From an optimization exercise on the open Yosys and OpenROAD flow, aimed at small area; shortcuts taken in it are not production practice.
RTL that was checked went through simulation tests only; none was proved equivalent to the original.
No driver is modelled on the clock port, so clock power and skew are understated where the tree is cut down; a real chip needs a root buffer or a tree.
No activity file was given, so power comes from the tool's default toggle rates.

==> module ri_codec, before the edit <==
module ri_codec (
    input  wire        clk,
    input  wire        rst_n,
    input  wire        tick,          
    input  wire        edge_valid,    
    input  wire        edge_rising,   
    input  wire        uart_valid,    
    input  wire [7:0]  uart_data,
    output wire        ri_out,        
    output wire        input_en,      
    output wire        frame_active,  
    output wire        rx_valid,      
    output wire [11:0] rx_cmd,
    output wire        tx_valid,      
    output wire [15:0] tx_cmd
);
    reg  [15:0] pt;        
    reg  [3:0]  tk;        
    reg  [11:0] bbuf;      
    reg         fip;       
    reg  [2:0]  len;       
    reg         bad;       
    reg  [15:0] val;       
    reg         act;       
    reg         pin;       
    reg  [3:0]  ph;        
    reg  [1:0]  q;         
    wire       ph_hdr = (ph == 4'd0);
    wire       ph_trl = (ph == 4'd13);
    wire       bitv   = ph[1] ? (ph[0] ? val[13] : val[14])
                              : (ph[0] ? val[15] : val[12]);
    wire       c100 = pt[6] & pt[5] & pt[2];
    wire       c200 = pt[7] & pt[6] & pt[3];
    wire       c300 = pt[8] & pt[5] & pt[3] & pt[2];
    wire       c400 = pt[8] & pt[7] & pt[4];
    wire       hit  = act & (pin ? (ph_hdr ? c300 : c100)
                                 : (ph_hdr ? c400 : ((bitv & !ph_trl) ? c300 : c200)));
    wire       go_low      = hit & pin;
    wire       phase_end   = hit & !pin;
    wire       phase_start = phase_end & !ph_trl;
    wire       done        = phase_end & ph_trl;
    wire ev_frame = (q == 2'b01);
    wire ev_bit   = q[1];
    wire ev_uart  = len[2] & len[1];
    wire tx_start = ev_uart & !bad;
    wire tk12     = (tk == 4'd12);
    wire tk13     = (tk == 4'd13);
    wire act_mid   = tx_start | (act & !done);
    wire armed_mid = act ? done : !tx_start;
    wire zero_pt   = tx_start | phase_start | done;
    wire [2:0] len_mid = ev_uart ? 3'd0 : len;
    wire       pt_lo = ~|pt[15:9];
    wire [8:0] x     = pt[8:0];
    wire       hdr   = pt_lo & (x >= 9'd251) & (x <= 9'd349);
    wire       bitw  = pt_lo & (x >= 9'd51) & (x <= 9'd249) & (x != 9'd150);
    wire       one   = x[7] & (x[6:0] >= 7'd23);
    wire edge_taken = edge_valid & !act_mid;
    wire edge_put   = edge_valid & !act & !tx_start & (edge_rising ? hdr : bitw);
    wire uart_taken = uart_valid & armed_mid;
    wire       is_x   = (uart_data == 8'h78);
    wire       is_dig = (uart_data[7:4] == 4'h3) & (uart_data[3:0] <= 4'd9);
    wire       is_let = (uart_data[7:6] == 2'b01) & (uart_data[4:3] == 2'b00) &
                        (uart_data[2:0] != 3'd0) & (uart_data[2:0] != 3'd7);
    wire [3:0] nib    = uart_data[6] ? {1'b0, uart_data[2:0]} + 4'd9 : uart_data[3:0];
    wire       rot    = phase_start & (ph[1:0] == 2'b00);
    wire        pt_clr = !rst_n | zero_pt | edge_taken;
    wire [15:0] pt_g   = pt & {16{!pt_clr}};
    wire [16:0] pt_c;
    assign pt_c[0] = tick & rst_n;
    genvar gi;
    generate
        for (gi = 0; gi < 16; gi = gi + 1) begin : g_pt
            assign pt_c[gi + 1] = pt_g[gi] & pt_c[gi];
        end
    endgenerate
    always @(posedge clk)
        pt <= pt_g ^ pt_c[15:0];
    always @(posedge clk) begin
        if (!rst_n) begin
            tk    <= 4'd0;
            fip   <= 1'b0;
            len   <= 3'd0;
            act   <= 1'b0;
            pin   <= 1'b0;
            q     <= 2'b00;
        end else begin
            act <= act_mid;
            if (tx_start) begin
                pin <= 1'b1;
            end else if (go_low) begin
                pin <= 1'b0;
            end else if (phase_start) begin
                pin <= 1'b1;
            end
            if (ev_frame) begin
                tk  <= 4'd0;
                fip <= 1'b1;
            end else if (ev_bit) begin
                if (tk12) begin
                    tk  <= 4'd13;
                    fip <= 1'b0;
                end else begin
                    tk  <= tk + 4'd1;
                end
            end else if (tk13) begin
                tk <= 4'd0;
            end
            q <= edge_put ? (edge_rising ? 2'b01 : {1'b1, one}) : 2'b00;
            len <= uart_taken ? len_mid + 3'd1 : len_mid;
        end
    end
    always @(posedge clk) begin
        if (tx_start)
            ph <= 4'd15;
        else if (phase_start || ph == 4'd15)
            ph <= ph + 4'd1;
        if (ev_bit)
            bbuf <= {bbuf[10:0], q[0]};
        if (uart_taken) begin
            bad   <= (len_mid == 3'd5) ? is_x | !(is_dig | is_let) | bad
                                       : !is_x & (!(is_dig | is_let) | (bad & (len_mid != 3'd0)));
        end
        if (rot)
            val <= {val[11:0], val[15:12]};
        else if (uart_taken)
            val <= is_x ? 16'd0 : {val[11:0], nib};
    end
    assign ri_out       = pin;
    assign input_en     = !act;
    assign frame_active = fip;
    assign rx_valid     = tk13;
    assign rx_cmd       = bbuf;
    assign tx_valid     = act & (ph == 4'd15);
    assign tx_cmd       = val;
endmodule
==> flow/config.mk <==
export PLATFORM = sky130hd
export DESIGN_NAME = ri_codec
export DESIGN_NICKNAME = ri_codec
export VERILOG_FILES = /design/flow/design.v
export SDC_FILE = /design/flow/constraint.sdc
export NUM_CORES = 4
export LEC_CHECK = 0
export CAP_MARGIN = 20
export CORE_MARGIN = 2
export CORE_UTILIZATION = 70
export PLACE_DENSITY = 0.8
export SLEW_MARGIN = 20
==> flow/constraint.sdc <==
create_clock -name core_clock -period 10.0 [get_ports {clk}]
set_input_delay 2.0000 -clock core_clock [delete_from_list [all_inputs] [get_ports {clk}]]
set_output_delay 2.0000 -clock core_clock [all_outputs]
set_load 0.01 [all_outputs]
standard.sh (not shown) runs the stock make flow with config.mk's settings and CLKGATE_MAP_FILE= SYNTH_SCRIPT=/design/flow/synth_recipe.tcl, a recipe that flattens the netlist after the stock synthesis.
==> flow/flow/run.sh <==
#!/bin/bash
# The standard layout (the standard.sh) with these changes:
#  - synthesis uses flow/synth.tcl: the standard synthesis script with an
#    area-oriented ABC script (flow/area.abc) for the logic mapping;
#  - the port buffers are the smallest buffer, buf_1, instead of the default;
#  - the clock tree is built by flow/manual_cts.tcl (a PRE_CTS_TCL hook): the
#    clock port drives 4 clkbuf_8, each driving one cluster of registers.
# Tool output goes to synth.log and standard.log here and to ORFS's logs.
set -euo pipefail
here=$(pwd)
export BUFFER_PORTS_ARGS="-buffer_cell sky130_fd_sc_hd__buf_1"
export PRE_CTS_TCL="$here/flow/manual_cts.tcl"
export MANUAL_CTS_CELL=sky130_fd_sc_hd__clkbuf_8
export MANUAL_CTS_COUNT=4
export MY_ABC_SCRIPT="$here/flow/area.abc"
sed "s#SYNTH_SCRIPT=[^ ]*#SYNTH_SCRIPT=$here/flow/synth.tcl#" standard.sh > own_synth.sh
grep -q "SYNTH_SCRIPT=$here/flow/synth.tcl" own_synth.sh
bash own_synth.sh synth > synth.log 2>&1
bash standard.sh > standard.log 2>&1
Other scripts of this flow, unchanged in this note and not shown: flow/flow/area.abc, flow/flow/manual_cts.tcl, flow/flow/synth.tcl
Then changed:
--- a/flow/design.v
+++ b/flow/design.v
@@ -24,7 +24,6 @@
     reg         act;       
     reg         pin;       
     reg  [3:0]  ph;        
-    reg  [1:0]  q;         
     wire       ph_hdr = (ph == 4'd0);
     wire       ph_trl = (ph == 4'd13);
     wire       bitv   = ph[1] ? (ph[0] ? val[13] : val[14])
@@ -39,12 +38,12 @@
     wire       phase_end   = hit & !pin;
     wire       phase_start = phase_end & !ph_trl;
     wire       done        = phase_end & ph_trl;
-    wire ev_frame = (q == 2'b01);
-    wire ev_bit   = q[1];
     wire ev_uart  = len[2] & len[1];
     wire tx_start = ev_uart & !bad;
     wire tk12     = (tk == 4'd12);
     wire tk13     = (tk == 4'd13);
+    wire tk14     = (tk == 4'd14);
+    wire tk15     = (tk == 4'd15);
     wire act_mid   = tx_start | (act & !done);
     wire armed_mid = act ? done : !tx_start;
     wire zero_pt   = tx_start | phase_start | done;
@@ -56,6 +55,8 @@
     wire       one   = x[7] & (x[6:0] >= 7'd23);
     wire edge_taken = edge_valid & !act_mid;
     wire edge_put   = edge_valid & !act & !tx_start & (edge_rising ? hdr : bitw);
+    wire put_bit    = edge_put & !edge_rising;
+    wire put_frame  = edge_put & edge_rising;
     wire uart_taken = uart_valid & armed_mid;
     wire       is_x   = (uart_data == 8'h78);
     wire       is_dig = (uart_data[7:4] == 4'h3) & (uart_data[3:0] <= 4'd9);
@@ -82,7 +83,6 @@
             len   <= 3'd0;
             act   <= 1'b0;
             pin   <= 1'b0;
-            q     <= 2'b00;
         end else begin
             act <= act_mid;
             if (tx_start) begin
@@ -92,20 +92,19 @@
             end else if (phase_start) begin
                 pin <= 1'b1;
             end
-            if (ev_frame) begin
+            if (put_frame) begin
+                tk  <= 4'd15;
+            end else if (put_bit) begin
+                tk  <= tk12 ? 4'd14 : tk + 4'd1;
+            end else if (tk15) begin
                 tk  <= 4'd0;
                 fip <= 1'b1;
-            end else if (ev_bit) begin
-                if (tk12) begin
-                    tk  <= 4'd13;
-                    fip <= 1'b0;
-                end else begin
-                    tk  <= tk + 4'd1;
-                end
+            end else if (tk14) begin
+                tk  <= 4'd13;
+                fip <= 1'b0;
             end else if (tk13) begin
-                tk <= 4'd0;
+                tk  <= 4'd0;
             end
-            q <= edge_put ? (edge_rising ? 2'b01 : {1'b1, one}) : 2'b00;
             len <= uart_taken ? len_mid + 3'd1 : len_mid;
         end
     end
@@ -114,8 +113,8 @@
             ph <= 4'd15;
         else if (phase_start || ph == 4'd15)
             ph <= ph + 4'd1;
-        if (ev_bit)
-            bbuf <= {bbuf[10:0], q[0]};
+        if (put_bit)
+            bbuf <= {bbuf[10:0], one};
         if (uart_taken) begin
             bad   <= (len_mid == 3'd5) ? is_x | !(is_dig | is_let) | bad
                                        : !is_x & (!(is_dig | is_let) | (bad & (len_mid != 3'd0)));
After rerunning: Fmax shrinks by 4.4%. Die area stays flat. Worst hold slack gets worse by 0.0050 ns. Cell count grows by 3.2%. Core utilization shrinks by 4.2 points. Area after synthesis is about the same. Combinational power shrinks by about 2%. Power shrinks by 2.4%. Clock power shrinks by about 0.9%. Global-route usage shrinks by 2.3 points. Final area grows by 0.31%.
No functional check of the RTL was part of the second run of this note. No run of this note takes its clock network from TritonCTS; it comes from the design's own scripts or RTL.

==> separate check: timing with driven ports <==
How much do the figures lean on ideal ports? The routed layouts below were timed once more, with nothing changed but the port constraints. Step 1 sets driving cells, clkbuf_16 on the clock port and buf_2 on the other inputs (assumed; they add their load-dependent delay and slew). Step 2 also shifts input and output timing later by t, the mid clock arrival at the registers, as if the neighbouring blocks saw the same clock. Slacks: ideal ports / drivers / drivers and shift; pairs: ideal ports / drivers.
| run | shift t [ns] | setup WS [ns] | worst setup path after step 2 | slew at the worst register clock pin (ns) | pins driven straight from the clock port |
|---|---|---|---|---|---|
| the first run | 0.203 | 4.750 / 4.785 / 4.582 | input to register | 0.09 / 0.09 | 4 |
| the second run | 0.207 | 4.507 / 4.542 / 4.335 | input to register | 0.11 / 0.10 | 4 |
After both steps setup and hold are still met in every run listed. For the second run, which loses most, drivers alone change the setup slack by +0.035 ns; drivers and shift together by -0.172 ns.
